From an optimization exercise on the open Yosys and OpenROAD flow, aimed at small area, a short achievable clock period and few clock cycles; shortcuts taken in it are not production practice. RTL that was checked went through simulation tests only; none was proved equivalent to the original. Power and IR drop assume default switching activity.

before:
==> flow/design.v <==
module csa20_core (
    input  wire        clk,
    input  wire        rst,           
    output reg         mem_valid,
    output reg         mem_we,
    output reg  [10:0] mem_addr,
    output reg  [19:0] mem_wdata,
    input  wire        mem_ready,
    input  wire [19:0] mem_rdata,
    output wire        halted,
    output wire [1:0]  halt_code,     
    output wire [3:0]  mfr,
    output wire        cc_ov,
    output wire        cc_uf
);
    localparam [5:0] OP_LDR = 6'd1,  OP_STR = 6'd2,  OP_LDA = 6'd3,  OP_AMR = 6'd4,
                     OP_SMR = 6'd5,  OP_AIR = 6'd6,  OP_SIR = 6'd7,  OP_LDX = 6'd33,
                     OP_STX = 6'd34;
    localparam [11:0] BOOT_PC       = 12'd10;
    localparam [11:0] FAULT_ENTRY   = 12'd43;
    localparam [10:0] FAULT_PC_SAVE = 11'd4;
    reg s_f;         
    reg s_a1;        
    reg s_a2;        
    reg s_op;        
    reg s_h;         
    reg [11:0] pc;           
    reg [19:0] gpr [0:3];
    reg [12:0] ix  [1:3];
    reg [1:0]  mfr_r;        
    reg        ov_r, uf_r;
    reg [1:0]  hcode;
    reg        c_ldr, c_st, c_ldx, c_alu, c_stx, c_sub, c_lda;
    reg        c_stx0;       
    reg        c_ldt0;       
    reg [1:0]  rf, xf;
    reg        ind;
    reg [19:0] ea;           
    reg        flt;          
    reg        flt_op;       
    reg        pend;         
    assign halted    = s_h;
    assign halt_code = hcode;
    assign mfr       = {2'b00, mfr_r};
    assign cc_ov     = ov_r;
    assign cc_uf     = uf_r;
    wire [12:0] ix_x   = (xf == 2'd0) ? 13'd0 : ix[xf];
    wire [1:0]  ix_tgt = c_lda ? rf : xf;
    wire fault = flt | pc[11];
    always @(*) begin
        mem_valid = ~s_h;
        mem_we    = fault | (s_op & c_st);
        mem_addr  = fault ? FAULT_PC_SAVE : (s_f ? pc[10:0] : ea[10:0]);
        mem_wdata = fault ? {8'd0, pc} : (c_stx ? {7'd0, ix_x} : gpr[rf]);
    end
    wire xfer = ~s_h & mem_ready;
    wire [5:0] d_op = mem_rdata[19:14];
    wire [1:0] d_r  = mem_rdata[13:12];
    wire [1:0] d_x  = mem_rdata[11:10];
    wire d_ldr = (d_op == OP_LDR);
    wire d_str = (d_op == OP_STR);
    wire d_lda = (d_op == OP_LDA);
    wire d_ldx = (d_op == OP_LDX) | d_lda;
    wire d_amr = (d_op == OP_AMR) | (d_op == OP_SMR);
    wire d_imm = (d_op == OP_AIR) | (d_op == OP_SIR);
    wire d_stx = (d_op == OP_STX);
    wire d_sub = (d_op == OP_SMR) | (d_op == OP_SIR);
    wire d_legal = d_ldr | d_str | d_ldx | d_amr | d_imm | d_stx;
    wire d_direct = (d_x == 2'd0) & ~mem_rdata[9];
    wire d_stx0 = d_stx & (d_x == 2'd0);
    wire d_ldt0 = (d_lda & (d_r == 2'd0)) | ((d_op == OP_LDX) & (d_x == 2'd0));
    wire [13:0] ea_sum = {1'b0, ix_x} + {1'b0, mem_rdata[12:0]};
    wire        ea_ovf = (|mem_rdata[19:13]) | (|ea_sum[13:11]);
    wire        rd_ovf = |mem_rdata[19:11];
    wire [19:0] alu_a  = gpr[rf];
    wire [19:0] alu_bb = c_sub ? ~ea : ea;
    wire [20:0] alu_s  = {1'b0, alu_a} + {1'b0, alu_bb} + {20'd0, c_sub};
    wire        alu_sg = alu_s[20] ^ alu_a[19] ^ alu_bb[19];
    wire        alu_ov = alu_s[20] & (~c_sub | (ea != 20'd0));
    wire        alu_uf = alu_sg & (~alu_s[19] | (alu_s[18:0] == 19'd0));
    wire gpr_ld  = s_op & c_ldr & ~flt;
    wire ix_ld   = s_op & c_ldx & ~flt;
    wire [19:0] gpr_wd = rst ? 20'd0 : (pend ? alu_s[19:0] : mem_rdata);
    wire [12:0] ix_wd  = rst ? 13'd0 : mem_rdata[12:0];
    integer k;
    always @(posedge clk) begin
        for (k = 0; k < 4; k = k + 1)
            if (rst || ((pend || gpr_ld) && rf == k))
                gpr[k] <= gpr_wd;
        for (k = 1; k < 4; k = k + 1)
            if (rst || (ix_ld && ix_tgt == k))
                ix[k] <= ix_wd;
    end
    always @(posedge clk) begin
        if (rst) begin
            s_f    <= 1'b1;
            s_a1   <= 1'b0;
            s_a2   <= 1'b0;
            s_op   <= 1'b0;
            s_h    <= 1'b0;
            pc     <= BOOT_PC;
            mfr_r  <= 2'd0;
            ov_r   <= 1'b0;
            uf_r   <= 1'b0;
            hcode  <= 2'd0;
            flt    <= 1'b0;
            pend   <= 1'b0;
        end else begin
            if (pend) begin
                ov_r <= alu_ov;
                uf_r <= alu_uf;
                pend <= 1'b0;
            end
            if (fault) begin
                if (xfer) begin
                    mfr_r <= {1'b1, ~(flt & flt_op)};
                    pc    <= FAULT_ENTRY;
                    flt   <= 1'b0;
                    s_f   <= 1'b1;
                    s_a1  <= 1'b0;
                    s_a2  <= 1'b0;
                    s_op  <= 1'b0;
                end
            end else if (s_f) begin
                if (xfer) begin
                    c_ldr  <= d_ldr;
                    c_st   <= d_str | d_stx;
                    c_ldx  <= d_ldx;
                    c_lda  <= d_lda;
                    c_alu  <= d_amr;
                    c_stx  <= d_stx;
                    c_sub  <= d_sub;
                    c_stx0 <= d_stx0;
                    c_ldt0 <= d_ldt0;
                    rf     <= d_r;
                    xf     <= d_x;
                    ind    <= mem_rdata[9];
                    ea     <= {12'd0, mem_rdata[7:0]};
                    flt_op <= ~d_legal;
                    if (!d_legal) begin
                        flt <= 1'b1;
                    end else if (d_imm) begin
                        pend <= 1'b1;
                        pc   <= pc + 12'd1;
                    end else if (d_direct) begin
                        s_f <= 1'b0;
                        if (d_stx0 || d_ldt0) begin
                            hcode <= 2'd1;
                            s_h   <= 1'b1;
                        end else begin
                            s_op <= 1'b1;
                        end
                    end else begin
                        s_f  <= 1'b0;
                        s_a1 <= 1'b1;
                    end
                end
            end else if (s_a1) begin
                if (xfer) begin
                    ea[10:0]  <= ea_sum[10:0];
                    ea[19:11] <= mem_rdata[19:11];
                    s_a1 <= 1'b0;
                    if (ind) begin
                        flt  <= ea_ovf;
                        s_a2 <= 1'b1;
                    end else if (ea_ovf) begin
                        flt  <= 1'b1;
                        s_op <= 1'b1;
                    end else if (c_ldt0) begin
                        hcode <= 2'd1;
                        s_h   <= 1'b1;
                    end else begin
                        s_op <= 1'b1;
                    end
                end
            end else if (s_a2) begin
                if (xfer) begin
                    ea   <= mem_rdata;
                    s_a2 <= 1'b0;
                    if (c_stx0 || (c_ldt0 && !rd_ovf)) begin
                        hcode <= 2'd1;
                        s_h   <= 1'b1;
                    end else begin
                        flt  <= rd_ovf;
                        s_op <= 1'b1;
                    end
                end
            end else if (s_op) begin
                if (xfer) begin
                    if (c_ldx && mem_rdata[19:13] != 7'd0) begin
                        hcode <= 2'd2;
                        s_op  <= 1'b0;
                        s_h   <= 1'b1;
                    end else begin
                        if (c_alu) begin
                            ea   <= mem_rdata;
                            pend <= 1'b1;
                        end
                        pc   <= pc + 12'd1;
                        s_op <= 1'b0;
                        s_f  <= 1'b1;
                    end
                end
            end
        end
    end
endmodule
clock: 10.0 ns
lec_check: 0
cap_margin: 20
core_margin: 2
core_utilization: 40
setup_slack_margin: 5
slew_margin: 20
run.sh (not shown) runs the stock make flow with config.mk's settings and CLKGATE_MAP_FILE= SYNTH_SCRIPT=/design/flow/synth_recipe.tcl, a recipe that flattens the netlist after the stock synthesis.
The inputs of after differ from those of before as listed below.
==> flow/flow/run.sh (new file) <==
#!/bin/bash
# The standard layout, with timing repair aiming at 6 ns of setup slack.
set -euo pipefail
export SETUP_SLACK_MARGIN=6
bash standard.sh SETUP_SLACK_MARGIN=6 finish > standard_flow.log 2>&1
==> flow/standard.sh (new file) <==
#!/bin/bash
# synth_recipe.tcl (not shown) runs the flow's synth.tcl, then flattens the netlist and writes it again
# the make line also repeats each setting of config.mk as NAME=value (left out here)
make -C /OpenROAD-flow-scripts/flow DESIGN_CONFIG=/design/flow/config.mk WORK_HOME=/design/flow/orfs CLKGATE_MAP_FILE= SYNTH_SCRIPT=/design/flow/synth_recipe.tcl "${@:-finish}"
--- a/flow/config.mk
+++ b/flow/config.mk
@@ -10,3 +10,2 @@
 export CORE_UTILIZATION = 40
-export SETUP_SLACK_MARGIN = 5
 export SLEW_MARGIN = 20
removed: flow/run.sh
## What came out
before has higher arrival time of data at the critical path endpoint than after. after packs its core tighter than before. Compared with before, after degrades routed wire length.
No functional check of the RTL was part of any run of this note.

========
== run 1 ==
Another version of the RTL of csa20_core (not shown whole).
For scale: about 65 I/O pins, roughly 10000 um^2 of cells after synthesis.
Settings: LEC_CHECK=0, CAP_MARGIN=20, CORE_MARGIN=2, CORE_UTILIZATION=50, SLEW_MARGIN=20; clock period 10.0 ns.
standard.sh (not shown) runs the stock make flow with config.mk's settings and CLKGATE_MAP_FILE= SYNTH_SCRIPT=/design/flow/synth_recipe.tcl, a recipe that flattens the netlist after the stock synthesis.
==> flow/flow/run.sh <==
#!/bin/bash
# The standard layout, with timing repair aiming at 6 ns of setup slack and
# plain buffers (not delay cells) on the ports.
set -euo pipefail
export SETUP_SLACK_MARGIN=6
export BUFFER_PORTS_ARGS="-buffer_cell sky130_fd_sc_hd__buf_4"
bash standard.sh SETUP_SLACK_MARGIN=6 "BUFFER_PORTS_ARGS=-buffer_cell sky130_fd_sc_hd__buf_4" finish > standard_flow.log 2>&1
Run 1 finished every step from synthesis to the final layout, and the layout passed the timing, design-rule and antenna checks.
Testbench counts of run 1, summed over its fixed seeds: cycles 19,209.
Setup changes, run 1 to run 2
Settings: changing CORE_UTILIZATION from 50 to 40.
Notes after the runs:
Routed length per placed instance, run 2 and run 1: smaller value in run 2. Side by side, portion of total power attributed to the clock network turned out higher in run 2 than in run 1. On final wirelength, run 2 does better than run 1. Compared with run 1, run 2 instantiates a larger number of standard cells. Run 2 ends up with higher maximum fanout encountered on the critical timing path than run 1 does. Diff run 1 -> run 2: initial core utilization lost 10 points; first-iteration DRC count went up. Relative to run 1, global-route usage has gone down in run 2. For the final critical-path required period, run 2 came in 0.015 ns lower than run 1 did. Power consumption: run 1 vs run 2, no meaningful difference. In the reports for run 2 and run 1, the smaller cell area reported after detailed placement belongs to run 1.
#### Input delta (run 3 over run 2)
==> flow/flow/run.sh <==
#!/bin/bash
# The standard layout, with timing repair aiming at 6.5 ns of setup slack and
# plain buffers (not delay cells) on the ports.
set -euo pipefail
export SETUP_SLACK_MARGIN=6.5
export BUFFER_PORTS_ARGS="-buffer_cell sky130_fd_sc_hd__buf_4"
bash standard.sh SETUP_SLACK_MARGIN=6.5 "BUFFER_PORTS_ARGS=-buffer_cell sky130_fd_sc_hd__buf_4" finish > standard_flow.log 2>&1
[summary]
- Run 3 against run 2: critical path depth decreased 2, fill cell instance count of the final layout went down by 122, portion of the layout cell area used by non-clock buffers shows an increase of 3.6 points, wire length on met1 went up, final area +about 7.5%.
- In summary, run 3 completed successfully, with a layout that passed the timing, design-rule and antenna checks.
- The global-route met3 utilization in run 3 sits 0.46 points above the value recorded for run 2.
- Summary of the comparison: achievable frequency is lower in run 3, relative to run 2.
- Run 3 vs. run 2: worst-case headroom to the max-slew limit grew by 4.5 points, fraction of area in multi-input gates now larger.
- From run 2 to run 3 the numbers moved as follows: proportion of power drawn by combinational gates up 3.3 points; part of the cycle the worst path needs went up.
Setup changes, run 3 to run 4
==> flow/flow/run.sh <==
#!/bin/bash
# The standard layout, with timing repair aiming at 5.5 ns of setup slack and
# plain buffers (not delay cells) on the ports.
set -euo pipefail
export SETUP_SLACK_MARGIN=5.5
export BUFFER_PORTS_ARGS="-buffer_cell sky130_fd_sc_hd__buf_4"
bash standard.sh SETUP_SLACK_MARGIN=5.5 "BUFFER_PORTS_ARGS=-buffer_cell sky130_fd_sc_hd__buf_4" finish > standard_flow.log 2>&1
==> results.txt <==
Routed wire length per instance for run 4 is higher than for run 3. Comparing run 3 and run 4, the lower count of instances resized after the clock tree is built is on run 4. Of run 3 and run 4, the run reporting the higher first-pass GRT wire length was run 3. Sort run 3 and run 4 by synthesis-to-layout area growth asc -> top: run 4. Run 3 has a lower routability-driven placement congestion ratio than run 4. The critical path depth number comes out higher for run 4 vs run 3. The share of cells above drive strength 1 in run 4 sits 14 points below the value recorded for run 3. Run 4 ended up with rsel[1] as its launch point of the critical path; run 3 ended up with xsel_w[1]. Upper clock frequency limit on run 4 is behind run 3. Per the comparison of run 4 with run 3, share of cell area taken by flip-flops and latches climbed 4.8 points, power saw a decrease, clock-buffer cell count shows an increase of 1.
> inputs changed (run 4 -> run 5)
Settings: putting CTS_CLUSTER_DIAMETER at 150 where nothing was set; putting CTS_CLUSTER_SIZE at 40 where nothing was set.
==> flow/flow/run.sh <==
#!/bin/bash
# The standard layout, with timing repair aiming at 6 ns of setup slack and
# plain buffers (not delay cells) on the ports.
set -euo pipefail
export SETUP_SLACK_MARGIN=6
export BUFFER_PORTS_ARGS="-buffer_cell sky130_fd_sc_hd__buf_4"
bash standard.sh SETUP_SLACK_MARGIN=6 "BUFFER_PORTS_ARGS=-buffer_cell sky130_fd_sc_hd__buf_4" finish > standard_flow.log 2>&1
Compared with run 4, run 5 shows sequential share of layout area lower by 1.7 points. In run 5, final cycle utilization of the critical path is lower than in run 4. Measured against each other, run 4 and run 5 differ in half-perimeter wire length after placement, the lower figure coming from run 5. Diff run 4 -> run 5: clock-buffer cell count down 3; internal power contribution up 2.5%. Share of cell area taken by multi-input logic gates, run 4 and run 5, higher one = run 5. When run 5 is set beside run 4, its sequential cell fraction of total power turns out to be 1.4 points smaller. When run 5 is set beside run 4, its count of non-filler cells in the finished layout turns out to be 16 larger. Summary: with run 4 as the reference, final area in run 5 moved up by a few percent. Compared to run 4, run 5 has total routed wire length on the met1 layer about 2% higher.
Modified inputs, run 6 compared to run 5
Settings: an added ABC_CLOCK_PERIOD_IN_PS of 3000; a deleted CTS_CLUSTER_DIAMETER that had been 150; a deleted CTS_CLUSTER_SIZE that had been 40.
Notes after the runs:
| data required time at the worst endpoint | run 6 vs run 5 | ≈ equal |. As far as total power goes, run 5 and run 6 are indistinguishable; the numbers are identical. Post-route standard cell area excluding fillers: run 5 vs run 6 — no meaningful difference. Run 5: full flow OK, the timing, design-rule and antenna checks passed. Run 6: PASS, flow complete, no timing, DRC or antenna violations. As far as final core utilization goes, run 5 and run 6 are indistinguishable; the numbers are identical. Diff run 5 -> run 6: synthesized cell count now sits at about the same level, worst hold slack did not really move, proportion of power drawn by flip-flops and latches ~0 delta, cell count saw little to no change, routed wire length has remained practically unchanged. Diff run 6..run 5 | net switching power of the design | unchanged.

========
Another version of the RTL of csa20_core (not shown whole).
Size in the first run: ~1200 cells after synthesis, ~180 flip-flops, roughly 65 I/O pins.
==> flow/design.v (excerpt) <==
module csa20_core (
    input  wire        clk,
    input  wire        rst,           
    output reg         mem_valid,
    output reg         mem_we,
    output reg  [10:0] mem_addr,
    output reg  [19:0] mem_wdata,
    input  wire        mem_ready,
    input  wire [19:0] mem_rdata,
    output wire        halted,
    output wire [1:0]  halt_code,     
    output wire [3:0]  mfr,
    output wire        cc_ov,
    output wire        cc_uf
);
clock: 10.0 ns
lec_check: 0
abc_area: 1
cap_margin: 20
core_margin: 2
core_utilization: 40
setup_slack_margin: 5
slew_margin: 20
run.sh (not shown) runs the stock make flow with config.mk's settings and CLKGATE_MAP_FILE= SYNTH_SCRIPT=/design/flow/synth_recipe.tcl, a recipe that flattens the netlist after the stock synthesis.
Stock flow here: none of the scripts above is used.
The first run produced a clean layout.
Then changed:
==> flow/flow/run.sh (new file) <==
#!/bin/bash
# The standard layout, with timing repair aiming at 6 ns of setup slack.
set -euo pipefail
export SETUP_SLACK_MARGIN=6
bash standard.sh SETUP_SLACK_MARGIN=6 finish > standard_flow.log 2>&1
==> flow/standard.sh (new file) <==
#!/bin/bash
# synth_recipe.tcl (not shown) runs the flow's synth.tcl, then flattens the netlist and writes it again
# the make line also repeats each setting of config.mk as NAME=value (left out here)
make -C /OpenROAD-flow-scripts/flow DESIGN_CONFIG=/design/flow/config.mk WORK_HOME=/design/flow/orfs CLKGATE_MAP_FILE= SYNTH_SCRIPT=/design/flow/synth_recipe.tcl "${@:-finish}"
--- a/flow/config.mk
+++ b/flow/config.mk
@@ -8 +7,0 @@
-export ABC_AREA = 1
@@ -12 +10,0 @@
-export SETUP_SLACK_MARGIN = 5
removed: flow/run.sh
=>
- global-route usage came out lower by 1.3 points
- routed wire length is lower by about 7%
- area after synthesis fell by 1.4%
- die area fell by about 1.4%
- power shrinks by 7.1%
- clock power barely changes
Function was not checked in any run of this note: the RTL went through the layout flow alone.

-- re-timing with driven ports --
Ports are ideal in the flow. The routed layouts listed here were re-timed in OpenROAD.
Step 1 sets driving cells, clkbuf_16 on the clock port and buf_2 on the other inputs (assumed; they add their load-dependent delay and slew).
Step 2 adds t to the input delays and takes it off the output delays; t is the mean of the earliest and latest rising clock arrival at the registers after step 1. Input paths then give back, and output paths get back, about the clock's delay inside the block.
a / b / c = ideal ports / drivers / drivers and shift; a / b = the first two.
| run | t, ns | setup slack, ns | hold WS [ns] | worst setup path after step 2 |
|---|---|---|---|---|
| before | 0.472 | 5.095 / 5.051 / 4.782 | 0.460 / 0.460 / 0.460 | input to register |
| after | 0.485 | 5.872 / 5.823 / 5.530 | 0.452 / 0.452 / 0.452 | input to register |
| run 1 | 0.479 | 5.955 / 5.907 / 5.620 | 0.456 / 0.456 / 0.456 | input to register |
| run 2 | 0.479 | 5.970 / 5.927 / 5.643 | 0.465 / 0.465 / 0.465 | input to register |
| run 3 | 0.484 | 5.871 / 5.824 / 5.770 | 0.441 / 0.441 / 0.441 | input to register |
| run 4 | 0.475 | 5.509 / 5.461 / 5.278 | 0.443 / 0.443 / 0.443 | input to register |
| run 5 | 0.479 | 5.970 / 5.927 / 5.643 | 0.465 / 0.465 / 0.465 | input to register |
| run 6 | 0.479 | 5.970 / 5.927 / 5.643 | 0.465 / 0.465 / 0.465 | input to register |
| the first run of note 3 | 0.485 | 5.084 / 5.035 / 4.857 | 0.468 / 0.468 / 0.468 | input to register |
| the second run of note 3 | 0.488 | 5.524 / 5.474 / 5.402 | 0.476 / 0.476 / 0.476 | input to register |
After both steps setup and hold are still met in every run listed. The setup slack of after, which loses most, moves by -0.049 ns with the drivers and by -0.342 ns with both steps.
